Background: an optimization exercise with open tools, aiming at small area, a short achievable clock period and few clock cycles per item. Do not read the settings as production practice. RTL that was checked went through simulation tests only; none was proved equivalent to the original.

==> v35: inputs <==
// wrs_fmd
module wrs_fmd (
    input  wire               clk,
    input  wire               rst,         
    input  wire               cfg_valid,
    input  wire        [15:0] cfg_gain,    
    input  wire               in_valid,
    output wire               in_ready,
    input  wire signed [15:0] in_i,
    input  wire signed [15:0] in_q,
    output wire               out_valid,
    input  wire               out_ready,
    output wire signed [15:0] out_y        
);
    reg        [15:0] gain;
    reg        [8:0] g_one, g_two, g_neg;      
    reg        [15:0] a_i, a_q;                
    reg        [7:0] bi_one, bi_two, bi_neg;   
    reg        [7:0] bq_one, bq_two, bq_neg;   
    reg               ov, sv, rdy;             
    reg        [15:0] oy, sy;                  
    wire en      = ~sv;
    wire in_fire = in_valid & rdy;
    assign in_ready  = rdy;
    assign out_valid = ov;
    assign out_y     = oy;
    wire [7:0] bi_one_n = {(a_i[14] ^ a_i[13]), (a_i[12] ^ a_i[11]), (a_i[10] ^ a_i[9]), (a_i[8] ^ a_i[7]), (a_i[6] ^ a_i[5]), (a_i[4] ^ a_i[3]), (a_i[2] ^ a_i[1]), (a_i[0] ^ 1'b0)};
    wire [7:0] bi_two_n = {((a_i[15] & ~a_i[14] & ~a_i[13]) | (~a_i[15] & a_i[14] & a_i[13])), ((a_i[13] & ~a_i[12] & ~a_i[11]) | (~a_i[13] & a_i[12] & a_i[11])), ((a_i[11] & ~a_i[10] & ~a_i[9]) | (~a_i[11] & a_i[10] & a_i[9])), ((a_i[9] & ~a_i[8] & ~a_i[7]) | (~a_i[9] & a_i[8] & a_i[7])), ((a_i[7] & ~a_i[6] & ~a_i[5]) | (~a_i[7] & a_i[6] & a_i[5])), ((a_i[5] & ~a_i[4] & ~a_i[3]) | (~a_i[5] & a_i[4] & a_i[3])), ((a_i[3] & ~a_i[2] & ~a_i[1]) | (~a_i[3] & a_i[2] & a_i[1])), ((a_i[1] & ~a_i[0] & ~1'b0) | (~a_i[1] & a_i[0] & 1'b0))};
    wire [7:0] bi_neg_n = {(a_i[15]), (a_i[13]), (a_i[11]), (a_i[9]), (a_i[7]), (a_i[5]), (a_i[3]), (a_i[1])};
  ...
clock: 11.0 ns
lec_check: 0
cap_margin: 20
core_margin: 2
core_utilization: 40
cts_cluster_diameter: 100
cts_cluster_size: 22
place_density: 0.6
slew_margin: 20
standard.sh (not shown) runs the stock make flow with config.mk's settings and CLKGATE_MAP_FILE= SYNTH_SCRIPT=/design/flow/synth_recipe.tcl, a recipe that flattens the netlist after the stock synthesis.
==> flow/flow/run.sh <==
#!/bin/bash
# The standard layout (standard synthesis unchanged), with setup repair
# aiming further below the clock period.  make's output goes to
# standard.log; each ORFS step keeps its own log under orfs/logs/.
bash standard.sh SETUP_SLACK_MARGIN=6.5 finish > standard.log 2>&1
==> v21: changes against v35 <==
==> flow/flow/run.sh (replaced) <==
#!/bin/bash
# The standard layout (standard synthesis unchanged), with setup repair
# aiming further below the clock period.  make's output goes to
# standard.log; each ORFS step keeps its own log under orfs/logs/.
bash standard.sh SETUP_SLACK_MARGIN=7.0 finish > standard.log 2>&1
CTS_CLUSTER_DIAMETER = unset   (was 100)
CTS_CLUSTER_SIZE = unset   (was 22)
==> summary of the runs <==
Between v21 and v35, the lower setup slack is in v35 (gap 22 ps). Die area is the same in v35 and v21. In synthesized cell count, v35 and v21 do not differ. Between v21 and v35, the lower cell count is in v35 (gap 3.2%, measured against v35).
==> figures <==
Clock buf/inv share: v21 4.205%; v35 2.290%
Maximum operating frequency: v21 0.2211 GHz; v35 0.2200 GHz
Met3 demand-to-capacity share in global routing: v21 3.130%; v35 2.473%
Fin Hold WS: v21 361.9 ps; v35 395.8 ps
Status: v21 complete, no violations; v35 complete, no violations
Count of routing violations after the opening detailed-route iteration: v21 5845; v35 5494
Total routing resource utilization after global routing: v21 21.25%; v35 20.22%
Met1 layer wirelength in the final routing: v21 127400 µm; v35 124400 µm
Share of cells above drive strength 1: v21 15.20%; v35 6.859%
Testbench counts of v35, summed over its fixed seeds: cycles 4,264, items 4,096.
Testbench counts of v21, summed over its fixed seeds: cycles 4,264, items 4,096.


==> v38 <==
wrs_fmd, a different RTL version from the one above (not shown whole).
clock: 11.0 ns
lec_check: 0
cap_margin: 20
core_margin: 2
core_utilization: 55
cts_cluster_diameter: 110
cts_cluster_size: 26
place_density: 0.7
slew_margin: 20
==> flow/flow/run.sh <==
#!/bin/bash
# The standard layout (standard synthesis unchanged), with setup repair
# aiming further below the clock period.  make's output goes to
# standard.log; each ORFS step keeps its own log under orfs/logs/.
bash standard.sh SETUP_SLACK_MARGIN=6.75 finish > standard.log 2>&1
==> v37 (differences from v38) <==
--- a/flow/design.v
+++ b/flow/design.v
@@ -222,11 +222,12 @@
     reg [0:0] zf_q16;
     reg [19:0] thp_q17;
     reg [0:0] d15_q17;
     reg [36:0] pa_q18;
     reg [36:0] pb_q18;
-    reg [18:0] vld;    
+    reg [15:0] res_q19;
+    reg [19:0] vld;    
     wire pp1 = ((bi_one[0] & a_i[0])) ^ bi_neg[0];
     wire pp2 = ((bi_one[0] & a_i[1]) | (bi_two[0] & a_i[0])) ^ bi_neg[0];
     wire pp3 = ((bi_one[0] & a_i[2]) | (bi_two[0] & a_i[1])) ^ bi_neg[0];
     wire pp4 = ((bi_one[0] & a_i[3]) | (bi_two[0] & a_i[2])) ^ bi_neg[0];
     wire pp5 = ((bi_one[0] & a_i[4]) | (bi_two[0] & a_i[3])) ^ bi_neg[0];
@@ -4903,11 +4904,11 @@
     wire [36:0] gp_1 = {pp4165, hs4530, fs4528, fs4526, fs4524, fs4522, fs4520, fs4518, fs4516, fs4514, fs4512, fs4510, fs4508, fs4506, fs4504, fs4502, fs4500, fs4498, fs4496, fs4494, fs4492, fs4490, fs4488, fs4486, fs4484, fs4482, fs4480, fs4478, fs4476, fs4474, fs4472, fs4470, fs4468, fs4466, dg4167, dg4166, g_neg[0]};
     wire [37:0] ka4532 = {pa_q18, 1'b1} + {pb_q18, 1'b0};
     wire [36:0] p_c = ka4532[37:1];
     wire ovf = ~(&p_c[36:30] | ~|p_c[36:30]);
     wire [15:0] res_c = ovf ? (p_c[36] ? 16'h8000 : 16'h7fff) : p_c[30:15];
-    wire [15:0] res = res_c;
+    wire [15:0] res = res_q19;
     always @(posedge clk) begin
         if (en) begin
             ra_q1 <= rep_0;
             rb_q1 <= rep_1;
             ia_q1 <= imp_0;
@@ -5068,19 +5069,20 @@
             zf_q16 <= zf;
             thp_q17 <= thp_c;
             d15_q17 <= d15_c;
             pa_q18 <= gp_0;
             pb_q18 <= gp_1;
+            res_q19 <= res_c;
         end
     end
     always @(posedge clk) begin
         if (rst)
-            vld <= 19'd0;
+            vld <= 20'd0;
         else if (en)
-            vld <= {vld[17:0], in_fire};
+            vld <= {vld[18:0], in_fire};
     end
-    wire last_v = vld[18];
+    wire last_v = vld[19];
     wire take = ~ov | out_ready;
     always @(posedge clk) begin
         if (rst) begin
             ov  <= 1'b0;
             sv  <= 1'b0;
- CORE_UTILIZATION: 55 -> 40
- CTS_CLUSTER_DIAMETER: 110 -> 100
- CTS_CLUSTER_SIZE: 26 -> 22
- PLACE_DENSITY: 0.7 -> 0.6
==> v33 (differences from v38) <==
--- a/flow/design.v
+++ b/flow/design.v
@@ -222,11 +222,12 @@
     reg [0:0] zf_q16;
     reg [19:0] thp_q17;
     reg [0:0] d15_q17;
     reg [36:0] pa_q18;
     reg [36:0] pb_q18;
-    reg [18:0] vld;    
+    reg [15:0] res_q19;
+    reg [19:0] vld;    
     wire pp1 = ((bi_one[0] & a_i[0])) ^ bi_neg[0];
     wire pp2 = ((bi_one[0] & a_i[1]) | (bi_two[0] & a_i[0])) ^ bi_neg[0];
     wire pp3 = ((bi_one[0] & a_i[2]) | (bi_two[0] & a_i[1])) ^ bi_neg[0];
     wire pp4 = ((bi_one[0] & a_i[3]) | (bi_two[0] & a_i[2])) ^ bi_neg[0];
     wire pp5 = ((bi_one[0] & a_i[4]) | (bi_two[0] & a_i[3])) ^ bi_neg[0];
@@ -4903,11 +4904,11 @@
     wire [36:0] gp_1 = {pp4165, hs4530, fs4528, fs4526, fs4524, fs4522, fs4520, fs4518, fs4516, fs4514, fs4512, fs4510, fs4508, fs4506, fs4504, fs4502, fs4500, fs4498, fs4496, fs4494, fs4492, fs4490, fs4488, fs4486, fs4484, fs4482, fs4480, fs4478, fs4476, fs4474, fs4472, fs4470, fs4468, fs4466, dg4167, dg4166, g_neg[0]};
     wire [37:0] ka4532 = {pa_q18, 1'b1} + {pb_q18, 1'b0};
     wire [36:0] p_c = ka4532[37:1];
     wire ovf = ~(&p_c[36:30] | ~|p_c[36:30]);
     wire [15:0] res_c = ovf ? (p_c[36] ? 16'h8000 : 16'h7fff) : p_c[30:15];
-    wire [15:0] res = res_c;
+    wire [15:0] res = res_q19;
     always @(posedge clk) begin
         if (en) begin
             ra_q1 <= rep_0;
             rb_q1 <= rep_1;
             ia_q1 <= imp_0;
@@ -5068,19 +5069,20 @@
             zf_q16 <= zf;
             thp_q17 <= thp_c;
             d15_q17 <= d15_c;
             pa_q18 <= gp_0;
             pb_q18 <= gp_1;
+            res_q19 <= res_c;
         end
     end
     always @(posedge clk) begin
         if (rst)
-            vld <= 19'd0;
+            vld <= 20'd0;
         else if (en)
-            vld <= {vld[17:0], in_fire};
+            vld <= {vld[18:0], in_fire};
     end
-    wire last_v = vld[18];
+    wire last_v = vld[19];
     wire take = ~ov | out_ready;
     always @(posedge clk) begin
         if (rst) begin
             ov  <= 1'b0;
             sv  <= 1'b0;
- CTS_CLUSTER_DIAMETER: 110 -> 100
- CTS_CLUSTER_SIZE: 26 -> 22
- GPL_TIMING_DRIVEN: default -> 1
==> flow_metrics.py <==
metrics = {
    "outcome": {
        "outcome": "finished clean",
    },
    "cells_and_area": {
        "diodes": 1,
        "area_share_nonclk_buffers": 0.0325,
    },
    "clocking": {
        "cts_buffer_depth": 4,
        "clock_latency_ns": 0.88,
    },
    "critical_path": {
        "crit_fanout": 4,
    },
    "synthesis": {
        "synth_top_area_frac": 0.342,
    },
}
That was v37.
==> flow_metrics.py <==
metrics = {
    "outcome": {
        "outcome": "finished clean",
    },
    "synthesis": {
        "synth_top_area_frac": 0.339,
    },
    "clocking": {
        "cts_buffer_depth": 3,
        "clock_latency_ns": 0.75,
    },
    "critical_path": {
        "crit_fanout": 6,
    },
    "detailed_routing": {
        "routed_wl_um": 298000,
    },
    "global_route": {
        "overflow": 0,
    },
}
That was v38.
==> flow_metrics.py <==
metrics = {
    "outcome": {
        "outcome": "finished clean",
    },
    "cells_and_area": {
        "top_regs": "pa_q18 (36), pb_q18 (36)",
    },
    "sta": {
        "fmax_mhz": 231,
    },
    "detailed_routing": {
        "wl_met3_um": 19000,
    },
    "critical_path": {
        "crit_fanout": 4,
    },
    "synthesis": {
        "synth_top_area_frac": 0.342,
    },
    "clocking": {
        "cts-root-buf": "clkbuf_16",
        "cts_buffer_depth": 3,
    },
}
That was v33.
Testbench counts of v37, summed over its fixed seeds: cycles 4,264, items 4,096.
Testbench counts of v33, summed over its fixed seeds: cycles 4,264, items 4,096.
No functional check of the RTL was part of v38.

separate check: timing with driven ports:
The flow's constraints put no driver on any port. The routed layouts listed below were extracted and timed again, unchanged, in two steps.
Step 1: set_driving_cell puts a clkbuf_16 on clk and a buf_2 on each other input, an assumption about the parent block.
Step 2 times the ports against the registers' clock, not the clock port: input delays grow and output delays shrink by t, the midpoint of the rising clock arrivals with the driver on.
Three values: ideal ports, drivers, drivers and shift; two values: the first two.
| run | t, ns | setup slack, ns | clock arrival spread, ns | pins driven straight from the clock port |
|---|---|---|---|---|
| v35 | 0.946 | 6.455 / 6.455 / 6.320 | 0.134 / 0.134 | 1 |
| v21 | 0.938 | 6.477 / 6.477 / 6.301 | 0.100 / 0.100 | 1 |
| v38 | 0.820 | 6.476 / 6.476 / 6.429 | 0.040 / 0.041 | 1 |
| v37 | 0.926 | 6.604 / 6.604 / 6.366 | 0.096 / 0.096 | 1 |
| v33 | 0.853 | 6.667 / 6.667 / 6.393 | 0.061 / 0.062 | 1 |
After both steps every run listed still meets setup and hold. The setup slack of v33, which loses most, moves by 0.000 ns with the drivers and by -0.274 ns with both steps.
